From an optimization exercise on the open Yosys and OpenROAD flow, aimed at small area, a short achievable clock period and few clock cycles per item; shortcuts taken in it are not production practice. Function not checked in this run: the RTL went through the layout flow alone.

### run.sh
#!/bin/bash
# synth_recipe.tcl (not shown) runs the flow's synth.tcl, then flattens the netlist and writes it again
# the make line also repeats each setting of config.mk as NAME=value (left out here)
make -C /OpenROAD-flow-scripts/flow DESIGN_CONFIG=/design/flow/config.mk WORK_HOME=/design/flow/orfs CLKGATE_MAP_FILE= SYNTH_SCRIPT=/design/flow/synth_recipe.tcl finish
### config.mk
export PLATFORM = sky130hd
export DESIGN_NAME = bbe
export DESIGN_NICKNAME = bbe
export VERILOG_FILES = /design/flow/design.v
export SDC_FILE = /design/flow/constraint.sdc
export NUM_CORES = 8
export LEC_CHECK = 0
export CAP_MARGIN = 40
export CORE_MARGIN = 2
export CORE_UTILIZATION = 40
export SLEW_MARGIN = 20
### constraint.sdc
create_clock -name core_clock -period 27.0 [get_ports {clk}]
set_input_delay 5.4000 -clock core_clock [delete_from_list [all_inputs] [get_ports {clk}]]
set_output_delay 5.4000 -clock core_clock [all_outputs]
set_load 0.01 [all_outputs]
### design.v
module bbe_row_move (
    input  wire [15:0] row,
    output wire [15:0] left,
    output wire [15:0] right
);
    wire [15:0] t;
    wire [2:0]  t_n;
    bbe_row_compact u_c0 (.row(row), .left(t), .count(t_n));
    wire [3:0] t0 = t[15:12];
    wire [3:0] t1 = t[11:8];
    wire [3:0] t2 = t[7:4];
    wire [3:0] t3 = t[3:0];
    wire eq01 = (t1 != 4'd0) && (t0 == t1) && (t0 != 4'd15);
    wire eq12 = (t2 != 4'd0) && (t1 == t2) && (t1 != 4'd15);
    wire eq23 = (t3 != 4'd0) && (t2 == t3) && (t2 != 4'd15);
    wire m01 = eq01;
    wire m12 = !eq01 && eq12;
    wire m23 = eq23 && !m12;
    wire [3:0] u0 = m01 ? t0 + 4'd1 : t0;
    wire [3:0] u1 = m01 ? 4'd0 : (m12 ? t1 + 4'd1 : t1);
    wire [3:0] u2 = m12 ? 4'd0 : (m23 ? t2 + 4'd1 : t2);
    wire [3:0] u3 = m23 ? 4'd0 : t3;
    wire [2:0] l_n;
    bbe_row_compact u_c1 (.row({u0, u1, u2, u3}), .left(left), .count(l_n));
    assign right = left >> (4 * (3'd4 - l_n));
endmodule
module bbe_row_compact (
    input  wire [15:0] row,
    output reg  [15:0] left,
    output reg  [2:0]  count
);
    integer i;
    reg [3:0] c;
    always @* begin
        left  = 16'd0;
        count = 3'd0;
        for (i = 0; i < 4; i = i + 1) begin
            c = row[15 - 4*i -: 4];
            if (c != 4'd0) begin
                left[15 - 4*count -: 4] = c;
                count = count + 3'd1;
            end
        end
    end
endmodule
module bbe_row_eval (
    input  wire [15:0]        row,
    output wire [20:0]        score,
    output wire signed [39:0] heur
);
    wire [3:0] c0 = row[15:12];
    wire [3:0] c1 = row[11:8];
    wire [3:0] c2 = row[7:4];
    wire [3:0] c3 = row[3:0];
    wire [18:0] s0, s1, s2, s3;
    bbe_tile_score u_s0 (.e(c0), .s(s0));
    bbe_tile_score u_s1 (.e(c1), .s(s1));
    bbe_tile_score u_s2 (.e(c2), .s(s2));
    bbe_tile_score u_s3 (.e(c3), .s(s3));
    assign score = s0 + s1 + s2 + s3;
    wire [2:0] empties = (c0 == 4'd0) + (c1 == 4'd0) + (c2 == 4'd0) + (c3 == 4'd0);
    wire [15:0] t;
    wire [2:0]  t_n;
    bbe_row_compact u_c (.row(row), .left(t), .count(t_n));
    wire e01 = (t[11:8] != 4'd0) && (t[15:12] == t[11:8]);
    wire e12 = (t[7:4]  != 4'd0) && (t[11:8]  == t[7:4]);
    wire e23 = (t[3:0]  != 4'd0) && (t[7:4]   == t[3:0]);
    wire [2:0] merges = e01 + (e01 | e12) + (e12 | e23) + e23;
    wire [15:0] p1_rise, p1_fall, p2_rise, p2_fall, p3_rise, p3_fall;
    bbe_step_pow4 u_p1 (.a(c0), .b(c1), .rise(p1_rise), .fall(p1_fall));
    bbe_step_pow4 u_p2 (.a(c1), .b(c2), .rise(p2_rise), .fall(p2_fall));
    bbe_step_pow4 u_p3 (.a(c2), .b(c3), .rise(p3_rise), .fall(p3_fall));
    wire [17:0] rise = p1_rise + p2_rise + p3_rise;
    wire [17:0] fall = p1_fall + p2_fall + p3_fall;
    wire [17:0] mono = (rise < fall) ? rise : fall;
    wire [29:0] q0, q1, q2, q3;
    bbe_pow35q u_q0 (.e(c0), .q(q0));
    bbe_pow35q u_q1 (.e(c1), .q(q1));
    bbe_pow35q u_q2 (.e(c2), .q(q2));
    bbe_pow35q u_q3 (.e(c3), .q(q3));
    wire [31:0] qsum = q0 + q1 + q2 + q3;
    wire signed [24:0] w_int = 25'sd270 * $signed({1'b0, empties})
                             + 25'sd700 * $signed({1'b0, merges})
                             - 25'sd47  * $signed({1'b0, mono});
    wire signed [39:0] w_q16 = $signed(w_int) * 40'sd65536;
    wire signed [39:0] w_sum = 40'sd11 * $signed({8'd0, qsum});
    assign heur = w_q16 - w_sum;
endmodule
module bbe_tile_score (
    input  wire [3:0]  e,
    output wire [18:0] s
);
    wire [18:0] em1 = (e == 4'd0) ? 19'd0 : {15'd0, e - 4'd1};
    assign s = em1 << e;
endmodule
module bbe_step_pow4 (
    input  wire [3:0]  a,
    input  wire [3:0]  b,
    output wire [15:0] rise,
    output wire [15:0] fall
);
    wire [3:0]  d  = (b > a) ? b - a : a - b;
    wire [7:0]  d2 = d * d;
    wire [15:0] d4 = d2 * d2;
    assign rise = (b > a) ? d4 : 16'd0;
    assign fall = (b < a) ? d4 : 16'd0;
endmodule
module bbe_pow35q (
    input  wire [3:0]  e,
    output reg  [29:0] q
);
    always @* begin
        case (e)
            4'd0:  q = 30'd0;
            4'd1:  q = 30'd65536;
            4'd2:  q = 30'd741455;
            4'd3:  q = 30'd3064815;
            4'd4:  q = 30'd8388608;
            4'd5:  q = 30'd18317869;
            4'd6:  q = 30'd34674428;
            4'd7:  q = 30'd59473442;
            4'd8:  q = 30'd94906266;
            4'd9:  q = 30'd143327232;
            4'd10: q = 30'd207243029;
            4'd11: q = 30'd289303927;
            4'd12: q = 30'd392296372;
            4'd13: q = 30'd519136618;
            4'd14: q = 30'd672865181;
            default: q = 30'd856641948;
        endcase
    end
endmodule
module bbe (
    input  wire        clk,
    input  wire        rst,
    input  wire        cmd_valid,
    output wire        cmd_ready,
    input  wire [31:0] cmd_word,
    input  wire [63:0] cmd_data,
    output reg         rsp_valid,
    input  wire        rsp_ready,
    output reg  [3:0]  rsp_status,
    output reg  [63:0] rsp_data
);
    localparam [3:0] ST_OK      = 4'd0;
    localparam [3:0] ST_ILLEGAL = 4'd1;
    localparam [3:0] ST_NOTINIT = 4'd2;
    localparam [3:0] ST_OPERAND = 4'd3;
    localparam [3:0] ST_BADCELL = 4'd4;
    localparam [7:0] OP_NOP   = 8'h00, OP_INIT  = 8'h01, OP_RDSR  = 8'h02;
    localparam [7:0] OP_TRN   = 8'h10, OP_GETC  = 8'h11, OP_SETC  = 8'h12;
    localparam [7:0] OP_ROWX  = 8'h13, OP_COLX  = 8'h14, OP_UNPK  = 8'h15;
    localparam [7:0] OP_PACK  = 8'h16, OP_CNTE  = 8'h17, OP_DTV   = 8'h18;
    localparam [7:0] OP_LUTL  = 8'h20, OP_LUTR  = 8'h21, OP_LUTU  = 8'h22;
    localparam [7:0] OP_LUTD  = 8'h23, OP_LUTS  = 8'h24, OP_LUTH  = 8'h25;
    localparam [7:0] OP_MOVE  = 8'h30, OP_LEGAL = 8'h31;
    localparam [7:0] OP_SCORE = 8'h40, OP_HEUR  = 8'h41;
    localparam [7:0] OP_DLIM  = 8'h50;
    reg       tbl_valid;     
    reg [5:1] err;           
    assign cmd_ready = !rsp_valid;
    wire accept = cmd_valid && cmd_ready;
    wire [7:0]  op  = cmd_word[31:24];
    wire [15:0] rsv = cmd_word[23:8];
    wire [7:0]  imm = cmd_word[7:0];
    wire [63:0] cd  = cmd_data;
    wire [15:0] row0 = cd[63:48];
    wire [15:0] row1 = cd[47:32];
    wire [15:0] row2 = cd[31:16];
    wire [15:0] row3 = cd[15:0];
    reg [63:0] tr;
    integer r, c;
    always @* begin
        for (r = 0; r < 4; r = r + 1)
            for (c = 0; c < 4; c = c + 1)
                tr[63 - 4*(4*r + c) -: 4] = cd[63 - 4*(4*c + r) -: 4];
    end
    wire [15:0] col0 = tr[63:48];
    wire [15:0] col1 = tr[47:32];
    wire [15:0] col2 = tr[31:16];
    wire [15:0] col3 = tr[15:0];
    wire [15:0] rl0, rl1, rl2, rl3, rr0, rr1, rr2, rr3;
    wire [15:0] cl0, cl1, cl2, cl3, cr0, cr1, cr2, cr3;
    bbe_row_move u_mr0 (.row(row0), .left(rl0), .right(rr0));
    bbe_row_move u_mr1 (.row(row1), .left(rl1), .right(rr1));
    bbe_row_move u_mr2 (.row(row2), .left(rl2), .right(rr2));
    bbe_row_move u_mr3 (.row(row3), .left(rl3), .right(rr3));
    bbe_row_move u_mc0 (.row(col0), .left(cl0), .right(cr0));
    bbe_row_move u_mc1 (.row(col1), .left(cl1), .right(cr1));
    bbe_row_move u_mc2 (.row(col2), .left(cl2), .right(cr2));
    bbe_row_move u_mc3 (.row(col3), .left(cl3), .right(cr3));
    wire [63:0] mv_left  = {rl0, rl1, rl2, rl3};
    wire [63:0] mv_right = {rr0, rr1, rr2, rr3};
    wire [63:0] up_t     = {cl0, cl1, cl2, cl3};    
    wire [63:0] down_t   = {cr0, cr1, cr2, cr3};
    reg [63:0] mv_up, mv_down;
    always @* begin
        for (r = 0; r < 4; r = r + 1)
            for (c = 0; c < 4; c = c + 1) begin
                mv_up[63 - 4*(4*r + c) -: 4]   = up_t[63 - 4*(4*c + r) -: 4];
                mv_down[63 - 4*(4*r + c) -: 4] = down_t[63 - 4*(4*c + r) -: 4];
            end
    end
    reg [63:0] mv_sel;
    always @* begin
        case (imm[1:0])
            2'd0:    mv_sel = mv_up;
            2'd1:    mv_sel = mv_down;
            2'd2:    mv_sel = mv_left;
            default: mv_sel = mv_right;
        endcase
    end
    wire [3:0] legal_mask = {mv_right != cd, mv_left != cd, mv_down != cd, mv_up != cd};
    wire [20:0]        sc0, sc1, sc2, sc3;
    wire signed [39:0] he0, he1, he2, he3;
    bbe_row_eval u_e0 (.row(row0), .score(sc0), .heur(he0));
    bbe_row_eval u_e1 (.row(row1), .score(sc1), .heur(he1));
    bbe_row_eval u_e2 (.row(row2), .score(sc2), .heur(he2));
    bbe_row_eval u_e3 (.row(row3), .score(sc3), .heur(he3));
    wire [22:0]        board_score = sc0 + sc1 + sc2 + sc3;
    wire signed [41:0] board_heur  = 42'sd13107200000 + he0 + he1 + he2 + he3;
    wire [3:0] cell_sel = imm[3:0];
    wire [3:0] getc_val = cd[63 - 4*cell_sel -: 4];
    reg [63:0] setc_val;
    always @* begin
        setc_val = cd;
        setc_val[63 - 4*cell_sel -: 4] = imm[7:4];
    end
    reg [15:0] rowx_val, colx_val;
    always @* begin
        case (imm[1:0])
            2'd0:    begin rowx_val = row0; colx_val = col0; end
            2'd1:    begin rowx_val = row1; colx_val = col1; end
            2'd2:    begin rowx_val = row2; colx_val = col2; end
            default: begin rowx_val = row3; colx_val = col3; end
        endcase
    end
    reg [63:0] unpk_val, pack_val;
    reg        pack_bad;
    integer m;
    always @* begin
        unpk_val = 64'd0;
        pack_val = 64'd0;
        pack_bad = 1'b0;
        for (m = 0; m < 8; m = m + 1) begin
            unpk_val[63 - 8*m -: 8] = {4'd0, cd[63 - 4*(8*imm[0] + m) -: 4]};
            pack_val[63 - 4*(8*imm[0] + m) -: 4] = cd[59 - 8*m -: 4];
            if (cd[63 - 8*m -: 4] != 4'd0)
                pack_bad = 1'b1;
        end
    end
    reg [4:0]  n_empty;
    reg [15:1] present;
    reg [3:0]  n_distinct;
    integer k;
    always @* begin
        n_empty = 5'd0;
        present = 15'd0;
        for (k = 0; k < 16; k = k + 1) begin
            if (cd[63 - 4*k -: 4] == 4'd0)
                n_empty = n_empty + 5'd1;
            else
                present[cd[63 - 4*k -: 4]] = 1'b1;
        end
        n_distinct = 4'd0;
        for (k = 1; k < 16; k = k + 1)
            n_distinct = n_distinct + {3'd0, present[k]};
    end
    wire [3:0] depth_limit = (n_distinct > 4'd5) ? n_distinct - 4'd2 : 4'd3;
    reg       known;
    reg [7:0] imm_mask;
    reg       needs_tables;
    reg       is_lut;
    always @* begin
        known        = 1'b1;
        imm_mask     = 8'h00;
        needs_tables = 1'b0;
        is_lut       = 1'b0;
        case (op)
            OP_NOP, OP_INIT, OP_TRN, OP_CNTE, OP_DTV, OP_DLIM: ;
            OP_RDSR:                     imm_mask = 8'hFF;
            OP_GETC:                     imm_mask = 8'h0F;
            OP_SETC:                     imm_mask = 8'hFF;
            OP_ROWX, OP_COLX:            imm_mask = 8'h03;
            OP_UNPK, OP_PACK:            imm_mask = 8'h01;
            OP_LUTL, OP_LUTR, OP_LUTU, OP_LUTD, OP_LUTS, OP_LUTH: begin
                needs_tables = 1'b1;
                is_lut       = 1'b1;
            end
            OP_MOVE: begin
                imm_mask     = 8'h03;
                needs_tables = 1'b1;
            end
            OP_LEGAL, OP_SCORE, OP_HEUR: needs_tables = 1'b1;
            default:                     known = 1'b0;
        endcase
    end
    wire srn_ok  = (imm <= 8'd4) || ((imm >= 8'd8) && (imm <= 8'd19));
    wire illegal = !known || (rsv != 16'd0) || ((imm & ~imm_mask) != 8'd0)
                || ((op == OP_RDSR) && !srn_ok);
    reg [3:0]  status;
    reg [63:0] result;
    always @* begin
        result = 64'd0;
        case (op)
            OP_RDSR: begin
                if (imm == 8'd0)      result = {63'd0, tbl_valid};
                else if (imm == 8'd1) result = {58'd0, err, 1'b0};
                else                  result = 64'd0;   
            end
            OP_TRN:   result = tr;
            OP_GETC:  result = {60'd0, getc_val};
            OP_SETC:  result = setc_val;
            OP_ROWX:  result = {48'd0, rowx_val};
            OP_COLX:  result = {48'd0, colx_val};
            OP_UNPK:  result = unpk_val;
            OP_PACK:  result = pack_val;
            OP_CNTE:  result = {59'd0, n_empty};
            OP_DTV:   result = {60'd0, n_distinct};
            OP_LUTL:  result = {48'd0, rl3};
            OP_LUTR:  result = {48'd0, rr3};
            OP_LUTU:  result = {rl3[15:12], 12'd0, rl3[11:8], 12'd0, rl3[7:4], 12'd0, rl3[3:0], 12'd0};
            OP_LUTD:  result = {rr3[15:12], 12'd0, rr3[11:8], 12'd0, rr3[7:4], 12'd0, rr3[3:0], 12'd0};
            OP_LUTS:  result = {43'd0, sc3};
            OP_LUTH:  result = {{24{he3[39]}}, he3};
            OP_MOVE:  result = mv_sel;
            OP_LEGAL: result = {60'd0, legal_mask};
            OP_SCORE: result = {41'd0, board_score};
            OP_HEUR:  result = {{22{board_heur[41]}}, board_heur};
            OP_DLIM:  result = {60'd0, depth_limit};
            default:  result = 64'd0;    
        endcase
        if (illegal)
            status = ST_ILLEGAL;
        else if (needs_tables && !tbl_valid)
            status = ST_NOTINIT;
        else if (is_lut && (cd[63:16] != 48'd0))
            status = ST_OPERAND;
        else if ((op == OP_PACK) && pack_bad)
            status = ST_BADCELL;
        else
            status = ST_OK;
    end
    always @(posedge clk) begin
        if (rst) begin
            rsp_valid <= 1'b0;
            tbl_valid <= 1'b0;
            err       <= 5'd0;
        end else if (accept) begin
            rsp_valid  <= 1'b1;
            rsp_status <= status;
            rsp_data   <= (status == ST_OK) ? result : 64'd0;
            if (status != ST_OK)
                err[status] <= 1'b1;
            if ((op == OP_INIT) && (status == ST_OK))
                tbl_valid <= 1'b1;
        end else if (rsp_valid && rsp_ready) begin
            rsp_valid <= 1'b0;
        end
    end
endmodule
==> results.txt <==
-- state kept, by name, indices dropped and copies added (netlist names) --
register    cells
rsp_status      3
tbl_valid       1
err             5
rsp_data       64
rsp_valid       1
-- placed cells by master (no fill, tap or decap), types with 198 or more instances in the layout --
master and instances:
nor2b_1 199, a21oi_1 1405, a21o_1 334, nor2_1 1869, xor2_1 384, o21bai_1 344, nand3_1 471, a31oi_1 249
buf_4 657, nand2b_1 241, nor3_1 474, xnor2_1 1084, inv_1 2493, fa_1 947, o21ai_0 936, nand2_1 1558
nand4_1 198, ha_1 2239
-- synth_stat cells (60+ instances only) --
cell,count
a2111oi_0,62
a21oi_1,1414
a221oi_1,95
fa_1,947
inv_1,2493
edfxtp_1,67
nand2_1,1559
or3_1,138
o31ai_1,137
nor3_1,479
o21ai_0,949
and3_1,175
o21a_1,158
ha_1,2244
o21bai_1,344
xor2_1,393
nor2b_1,199
or2_2,147
o22ai_1,106
nor4_1,125
a21o_1,335
a31oi_1,253
and2_1,155
a31o_2,60
nand3_1,471
a22oi_1,120
o211ai_1,176
mux2_2,83
mux2i_1,199
buf_1,155
nor2_1,1880
nand2b_1,241
clkbuf_1,571
xnor2_1,1097
nand4_1,198
a211oi_1,161
a21boi_0,65
-- layout make-up --
type / instances / area, µm² / share of cell area [%]
Antenna cell: 69 / 173 / 0.112
Timing Repair Buffer: 927 / 7130 / 4.62
Sequential cell: 74 / 2150 / 1.40
Tap cell: 4751 / 5940 / 3.86
Clock buffer: 11 / 254 / 0.165
Multi-Input combinational cell: 16400 / 129000 / 83.6
Inverter: 2544 / 9560 / 6.20
Clock inverter: 5 / 33.8 / 0.0219
-- cells by family (layout without fill, tap and decap cells) --
family	Yosys count	after routing
AND/OR/NAND/NOR	6117	6117
buffers and inverters	3349	3487
XOR/XNOR	1495	1495
other	2	130
adder cells (fa/ha/maj)	3191	3191
multiplexers	299	299
flip-flops	74	74
AO/OA/AOI/OAI	5284	5284
-- worst register-to-register path: stages, from the launching register on --
cell	delay (ns)
dfxtp_1	0.30
buf_4	0.17
o21bai_1	0.56
nand4_1	0.52
ha_1	0.43
nand2_1	0.18
or2_4	0.48
buf_4	0.71
a21oi_1	0.41
-- per-layer routing --
metal | vias to the layer above | track usage [%] | share of wire, %
met2 | 8512 | 58.7 | 41
met4 | 60 | 31.7 | 9.7
met1 | 74700 | 49.0 | 39
li1 | 70000 | - | -
met3 | 2211 | 11.4 | 10
met5 | - | 0 | 0.076
-- per-stage QoR --
step | hold slack [ns] | utilization [%] | setup slack [ns]
global placement | 0.485 | 42.6 | -0.195
floorplan | 0.437 | - | 1.39
CTS | 0.494 | 43.1 | 0.590
global route | 0.529 | 43.3 | -0.0255
finish | 0.490 | 43.3 | 1.21
detailed placement | 0.485 | 43.0 | 0.144
-- repair_timing --
item | CTS | global route
gates resized for setup | 0 | 57
setup endpoints to repair | 0 | 30
buffers inserted | 0 | 8
-- how the worst min path moves through the flow --
stage	slack (ns)	from	end
2_1_floorplan	0.44	err[2]	err[2]
3_3_place_gp	0.48	rsp_valid	rsp_valid
3_5_place_dp	0.49	rsp_valid	rsp_valid
4_1_cts	0.49	rsp_valid	rsp_valid
5_1_grt	0.53	rsp_valid	rsp_valid
6_report	0.49	rsp_valid	rsp_valid
==> results.cfg <==
[layout]
final_nets = 23300
drive_above_1_share_pct = 7.08
final_cell_count_no_fill = 24800
syn_to_final_growth_pct = 7.79
fillers = 37300
final_area_um2 = 154000

[sta]
fin_skew_ns = 0.0330
drv_slew = 0
timing.final.crit_share_pct = 95.5
finalSetupTns_ns = 0
setup_viol = 0
tightestPinTransition_ns = 1.44
final-hold-violation-count = 0
period_needed_ns = 25.79
relSlewSlack_pct = 4.19
timing.fmax_mhz = 38.8

[logic_synthesis]
synth-seq-area-share_pct = 1.50
synth_fa_ha_area_share_pct = 32.9
synth_seq_cells = 74
synth.cell_area_um2 = 143000
yosys.area_share.simple_pct = 20.5
synthMuxAreaShare_pct = 2.25
synthTopCellsByArea = ha_1 (20%), fa_1 (13%), xnor2_1 (6.7%), inv_1 (6.5%), a21oi_1 (4.9%)
synth_top_area_share_pct = 19.6
synth-edff-count = 67
ys_async_sr_fraction_pct = 0
synth-compound-area-share_pct = 24.7
synthFlopType = edfxtp_1
synthCells = 19800
yosysTopAreaCell = ha_1
synth_top_family_by_area = adder cells
synth_xor_area_share_pct = 9.20
ys_types = 153
yosysWarnings = 3
syn_avg_cell_area_um2 = 7.22

[route]
wirelength_um = 753000
drtIter0Drc = 19300
dr.pass1.iters = 8
viasPerCell = 6.26
antenna_left = 0
drc = 0
post_drt_wl_per_cell_um = 30.3
vias = 155000

[job]
drv_cap = 0

[hold_path]
min_path_cells = 1
hp-class = reg2reg

[die]
num_rows = 219
die_h_um = 602
die_x_um = 602
die_area_um2 = 362000
core_area_um2 = 356000
io_pins = 170
start_util_pct = 40.2

[grt]
grt_pass1_vias = 144000
grt_max_degree = 69
grt_antenna_before_repair = 98
grt_pass1_wl_um = 1050000
track_usage_pct = 40.0
overflow = 0

[clock_tree]
clk_latency_ns = 0.51
cts_made_buffers = 9
clock-sinks = 74
ctsLongestPathBuffers = 2
cts-root-buf = clkbuf_16
cts.clk_slew.worst_paths_ns = 0.11
htree_levels = 3
cts_tree = done
hold_buffers = 0

[setup_path]
crit_top_cell = inv_1
critical_path.slowest_cell = a221oi_2
crit_path_end = rsp_data[40]
crit_type = in2reg
cp-end-kind = flop
crit_family = adder cells
startpoint = cmd_data[36]
timing.rr.end = rsp_data[16]
reg2reg_depth = 8
crit_cells = 93
r2r_start = tbl_valid
path_max_fanout = 8
crit_buf_inv = 17
cp_slowest_stage_delay_ns = 0.71
worstPathArrival_ns = 26.03
reg2reg_slack_ns = 22.87
cp-start-kind = input port
cp.required_ns = 27.24

[placement]
dp_hpwl_um = 625000
dp.cells = 24700
place_area_um2 = 153000
io_buffers = 168
gp_congestion = 1.15

[run_status]
status = timing/DRC/antenna clean

[separate check: timing with driven ports]
The results above use ideal ports. As a check the final layout listed here was re-extracted and re-timed, cells and wires unchanged.
Step 1, drivers: a clkbuf_16 drives clk and a buf_2 each remaining input, both assumed.
Step 2 times the ports against the registers' clock, not the clock port: input delays grow and output delays shrink by t, the midpoint of the rising clock arrivals with the driver on.
Slacks: no drivers / after step 1 / after step 2; pairs: no drivers / after step 1.
t (ns): 0.565
slack for setup (ns): 1.207 / 1.254 / 0.690
worst setup path after step 2: input to register
worst data-port slew with drivers (ns): 0.17
pins driven straight from the clock port: 1
After both steps setup and hold are still met in this run. For this run, drivers alone change the setup slack by +0.047 ns; drivers and shift together by -0.517 ns.
